What follows belongs to an exercise in optimizing a design on an open flow for small area, a short achievable clock period and few clock cycles; a production flow would make more cautious choices.
At most, simulation tests tie the RTL to the original design; equivalence was not proved.
Power figures rest on the tool's default switching activity, not on a simulated workload.

Design crc8_framer, start of the top module:
module crc8_framer (
    input  wire         clk,
    input  wire         rst,
    input  wire         rx_valid,
    input  wire [7:0]   rx_data,
    output wire         rx_ready,
    output wire         tx_valid,
    output wire [7:0]   tx_data,
    input  wire         tx_ready,
    input  wire         cmd_valid,
    output wire         cmd_ready,
    input  wire [7:0]   cmd_code,
    input  wire [7:0]   cmd_arg,
    input  wire [151:0] cmd_pkt,
    output reg          res_valid,
    output reg          res_ok,
    output reg  [31:0]  res_word,
    output reg  [151:0] res_pkt,
    output wire         pkt_avail,
    output wire         q_full
);
    function [7:0] crc8_byte;
        input [7:0] c;
        input [7:0] b;
        integer     i;
        reg   [7:0] t;
        begin
            t = c ^ b;
            for (i = 0; i < 8; i = i + 1)
                t = {t[6:0], 1'b0} ^ (t[7] ? 8'h07 : 8'h00);
            crc8_byte = t;
        end
    endfunction
    function [7:0] crc18;
        input [143:0] p;
        integer       i;
        reg   [7:0]   c;
        begin
            c = 8'h00;
            for (i = 0; i < 18; i = i + 1)
                c = crc8_byte(c, p[i*8 +: 8]);
            crc18 = c;
        end
    endfunction
    function [151:0] ctrl_pkt;
        input [7:0] t;
        reg [143:0] p;
        begin
            p        = {{16{8'hFF}}, t, 8'h10};
            ctrl_pkt = {crc18(p), p};
        end
    endfunction
    localparam [1:0] T_ACK = 2'd0, T_RETX = 2'd1, T_DATA = 2'd2;
    reg         rx_ready_q, cmd_ready_q;
    reg         pkt_avail_q, q_full_q;
    reg  [4:0]  pos;                  
    reg         cmd_turn;             
    reg         rb_v;
    reg  [7:0]  rb_d;
    reg  [18:0] rb_lane;
    reg  [7:0]  rx_crc;               
    reg  [3:0]  rx_type;              
    reg         ty_ack, ty_retx, ty_le12;
    reg         rx_ok;                
    reg  [151:0] stg;                 
    reg  [47:0] stg_a, stg_b;         
    reg         fpar;                 
    reg         c_v;
    reg  [7:0]  c_code, c_arg;
    reg         s_ok;                 
    reg  [4:0]  s_k;                  
  ...
Size in the first run: roughly 5700 cells after synthesis, ~2800 flip-flops, roughly 380 I/O pins, roughly 79000 sq um of cells after synthesis.
export LEC_CHECK = 0
export CAP_MARGIN = 20
export CORE_MARGIN = 2
export CORE_UTILIZATION = 50
export SETUP_SLACK_MARGIN = 4.5
export SLEW_MARGIN = 20
create_clock -name core_clock -period 8.0 [get_ports {clk}]
run.sh (not shown) runs the stock make flow with config.mk's settings and CLKGATE_MAP_FILE= SYNTH_SCRIPT=/design/flow/synth_recipe.tcl, a recipe that flattens the netlist after the stock synthesis.
The first run went through all stages and came out clean.
Change:
--- a/flow/config.mk
+++ b/flow/config.mk
@@ -9,4 +9,5 @@
 export CORE_MARGIN = 2
 export CORE_UTILIZATION = 50
+export CTS_BUF_LIST = sky130_fd_sc_hd__clkbuf_8
 export SETUP_SLACK_MARGIN = 4.5
 export SLEW_MARGIN = 20
Core utilization falls by 0.81 points.
Worst hold slack degrades by 0.0062 ns.
Sequential share of layout area rises by 0.88 points.
First-iteration DRC count rises by 1.3%.
Area after synthesis does not change.
No functional check of the RTL was part of any run of this note.


crc8_framer, a different RTL version from the one above (not shown whole).
Size: about 5700 cells after synthesis, about 380 I/O pins.
clock: 8.0 ns
lec_check: 0
cap_margin: 20
core_margin: 2
core_utilization: 50
setup_slack_margin: 4.5
slew_margin: 20
Testbench counts at the start, summed over its fixed seeds: cycles 9,983.
Rerun with:
SETUP_SLACK_MARGIN = 5   (was 4.5)
Maximum frequency went up by 9.4%.
Critical path depth shrinks by 7.
Hold slack hardly moves.
Final area grows by 2.2%.
Power increases by 0.77%.
Global-route usage grows by 0.90 points.
Clock skew hardly moves.
Setup slack gets better by 0.30 ns.


crc8_framer, a different RTL version from the one above (not shown whole).
Size: about 5700 cells after synthesis, ~2900 flip-flops, about 380 I/O pins, about 79000 um2 of cells after synthesis.
clock: 8.0 ns
lec_check: 0
cap_margin: 20
core_margin: 2
core_utilization: 65
cts_cluster_diameter: 90
cts_cluster_size: 28
place_density: 0.66
setup_slack_margin: 5
slew_margin: 20
The starting point completed without violations.
Testbench counts at the start, summed over its fixed seeds: cycles 9,983.
Edit:
- CTS_CLUSTER_DIAMETER: 90 -> unset
- CTS_CLUSTER_SIZE: 28 -> unset
- PLACE_DENSITY: 0.66 -> 0.72
Result: The changed run finished but fails on antenna rules. Sequential share of layout area came out lower by 3.6 points. Wire length rises by 11%. Via count goes up by 5.2%. Area after synthesis does not change. Register-to-register slack gains 0.04 ns. Power grows by 23%. First-iteration DRC count increases by 11%. Synthesized cell count does not change. Maximum frequency is higher by 1.5%. Sequential power hardly moves. Count of clock-buffer cells in the layout went up by 177.


## job 1609
crc8_framer again, from the RTL that the note above started with.
export LEC_CHECK = 0
export CAP_MARGIN = 20
export CORE_MARGIN = 2
export CORE_UTILIZATION = 65
export CTS_CLUSTER_DIAMETER = 90
export CTS_CLUSTER_SIZE = 28
export PLACE_DENSITY = 0.72
export SETUP_SLACK_MARGIN = 5
export SLEW_MARGIN = 20
create_clock -name core_clock -period 8.0 [get_ports {clk}]
Testbench counts of job 1609, summed over its fixed seeds: cycles 9,983.
Relative to job 1609, the following input files were edited for job 6727:
- swapping 65 for 50 in CORE_UTILIZATION
- clearing CTS_CLUSTER_SIZE, which used to be 28
- clearing PLACE_DENSITY, which used to be 0.72
- clearing CTS_CLUSTER_DIAMETER, which used to be 90
[summary]
- Job 6727 against job 1609: non-clock buffer count increased by about 7% relative to the old numbers; cell-internal power increased by 29% relative to the old numbers.
- Looking at critical path launch point, the e_txt[0]$_DFF_P_ result is from job 1609; the res_pkt[50]$_DFF_P_ one comes from job 6727.
- The classification of the worst setup path comes out flop to primary output in one run and flop to flop in the other, namely in job 6727 and job 1609 respectively.
- Share of the clock period used by the worst path for job 6727: 0.72 points up relative to job 1609
- Summary of the comparison: growth of design area from synthesis to finish is higher in job 6727, relative to job 1609.
- In job 6727 the number of clock buffers in the layout turned out about 130% higher than in job 1609.
- Fraction of power consumed by the clock network: job 6727 vs job 1609 up 14 points
Modified inputs, job 9067 compared to job 6727
- swapping 50 for 65 in CORE_UTILIZATION
- putting TNS_END_PERCENT at 10 where nothing was set
- putting CTS_CLUSTER_SIZE at 24 where nothing was set
- putting CTS_CLUSTER_DIAMETER at 100 where nothing was set
- putting PLACE_DENSITY at 0.72 where nothing was set
Area: job 9067 vs job 6727 -> job 9067 smaller. Against job 6727, placed cell area in job 9067 fell slightly. Job 9067 ends up with a critical path depth that is 8 higher than in job 6727. On first-pass detailed-route iteration total: between job 9067 and job 6727, it ends up lower for job 6727.
Changes in job 5921 relative to job 9067:
- ABC_CLOCK_PERIOD_IN_PS: unset -> 2000
- CTS_CLUSTER_DIAMETER: 100 -> 90
- CTS_CLUSTER_SIZE: 24 -> 28
- TNS_END_PERCENT: 10 -> unset
==> comparison <==
- Diff job 9067 -> job 5921: largest buffer count on any clock path neither gained nor lost much; net count reported at finish picked up an extra 113.
- The proportion of cell area occupied by multi-input gates on job 5921 is in line with that on job 9067.
- Delta (job 5921 minus job 9067): power density over the cells lost 9.1 nW/um2, setup slack of the critical path after layout saw an increase.
Here is what was changed in the inputs of job 8435 compared with job 5921.
- CTS_CLUSTER_DIAMETER: 90 -> 100
- CTS_CLUSTER_SIZE: 28 -> 24
- ABC_CLOCK_PERIOD_IN_PS: 2000 -> unset
Findings:
Across both runs, final setup slack of the worst path was higher for job 8435 than for job 5921.
Clock power share on job 8435 is up relative to job 5921.
The lower sequential share of layout area of job 5921 and job 8435 is in job 8435.
In the flow results for job 5921 and job 8435, the summed area of non-filler cells in the final layout is smaller on job 5921.


Starting RTL as in the previous note.
make LEC_CHECK=0 CAP_MARGIN=20 CORE_MARGIN=2 CORE_UTILIZATION=70 CTS_CLUSTER_DIAMETER=90 CTS_CLUSTER_SIZE=28 PLACE_DENSITY=0.76 SETUP_SLACK_MARGIN=5 SLEW_MARGIN=20 finish   # period 8.0 ns
Testbench counts at the start, summed over its fixed seeds: cycles 9,983.
Then changed:
Settings changed: CAP_MARGIN 20 to 10, CORE_UTILIZATION 70 to 65, PLACE_DENSITY 0.76 to 0.72, SLEW_MARGIN 20 to 10.
- global-route usage decreases by 4.8 points
- cell count rose by 1.5%
- combinational power is lower by about 3%
- final area is about the same
- flip-flop and latch count is unchanged
- power drops by 0.55%
- sequential share of layout area climbs by 0.12 points
- routed wire length is lower by about 7%
- synthesized cell count does not change
- hold slack improved by 0.015 ns


crc8_framer, a different RTL version from the one above (not shown whole).
Size in the first run: ~2900 flip-flops, roughly 380 I/O pins, roughly 80000 sq um of cells after synthesis.
## crc8_framer
module crc8_framer (
    input  wire         clk,
    input  wire         rst,
    input  wire         rx_valid,
    input  wire [7:0]   rx_data,
    output wire         rx_ready,
    output wire         tx_valid,
    output wire [7:0]   tx_data,
    input  wire         tx_ready,
    input  wire         cmd_valid,
    output wire         cmd_ready,
    input  wire [7:0]   cmd_code,
    input  wire [7:0]   cmd_arg,
    input  wire [151:0] cmd_pkt,
    output reg          res_valid,
    output reg          res_ok,
    output reg  [31:0]  res_word,
    output reg  [151:0] res_pkt,
    output wire         pkt_avail,
    output wire         q_full
);
Settings: LEC_CHECK=0, CAP_MARGIN=20, CORE_MARGIN=2, CORE_UTILIZATION=65, PLACE_DENSITY=0.72, SETUP_SLACK_MARGIN=5, SLEW_MARGIN=20; clock period 8.0 ns.
The starting point produced a clean layout.
Change:
CORE_UTILIZATION = 50   (was 65)
PLACE_DENSITY = default   (was 0.72)
Result: The changed run went through all stages and came out clean; via count goes down by a few percent; sequential share of layout area goes down by 1.2 points; worst setup slack loses 0.021 ns; register-to-register slack gains 0.04 ns; worst hold slack gains 0.028 ns; core utilization goes down by 17 points; final cell count goes up by a few percent; sequential cell count does not change; sequential power stays flat.
No functional check of the RTL was part of any run of this note.

## what the ideal ports hide
No port has a modelled driver above. Below, the same layouts with a new extraction and two added sets of constraints. Step 1 assumes that a clkbuf_16 drives the clock port and a buf_2 every other input. Step 2 also shifts input and output timing later by t, the mid clock arrival at the registers, as if the neighbouring blocks saw the same clock. Slacks: ideal / step 1 / step 2; pairs: ideal / step 1.
run | t (ns) | setup slack, ns | worst setup path after step 2
the first run of note 1 | 0.942 | 4.427 / 4.427 / 3.728 | input to register
the second run of note 1 | 1.076 | 4.371 / 4.371 / 3.612 | input to register
the first run of note 2 | 0.948 | 4.510 / 4.450 / 3.604 | input to register
the second run of note 2 | 0.951 | 4.811 / 4.728 / 4.158 | input to register
the first run of note 3 | 0.833 | 4.916 / 4.900 / 4.067 | input to register
the second run of note 3 | 0.900 | 4.961 / 4.904 / 4.004 | input to register
job 1609 | 0.845 | 4.969 / 4.823 / 3.978 | input to register
job 6727 | 0.960 | 4.911 / 4.831 / 3.925 | input to register
job 9067 | 0.865 | 4.856 / 4.770 / 3.905 | input to register
job 5921 | 0.845 | 4.969 / 4.823 / 3.978 | input to register
job 8435 | 0.858 | 4.974 / 4.856 / 3.998 | input to register
the first run of note 5 | 0.829 | 4.944 / 4.835 / 4.006 | input to register
the second run of note 5 | 0.845 | 4.969 / 4.823 / 3.978 | input to register
the first run of note 6 | 0.924 | 4.799 / 4.722 / 4.242 | input to register
the second run of note 6 | 0.964 | 4.777 / 4.697 / 4.102 | input to register
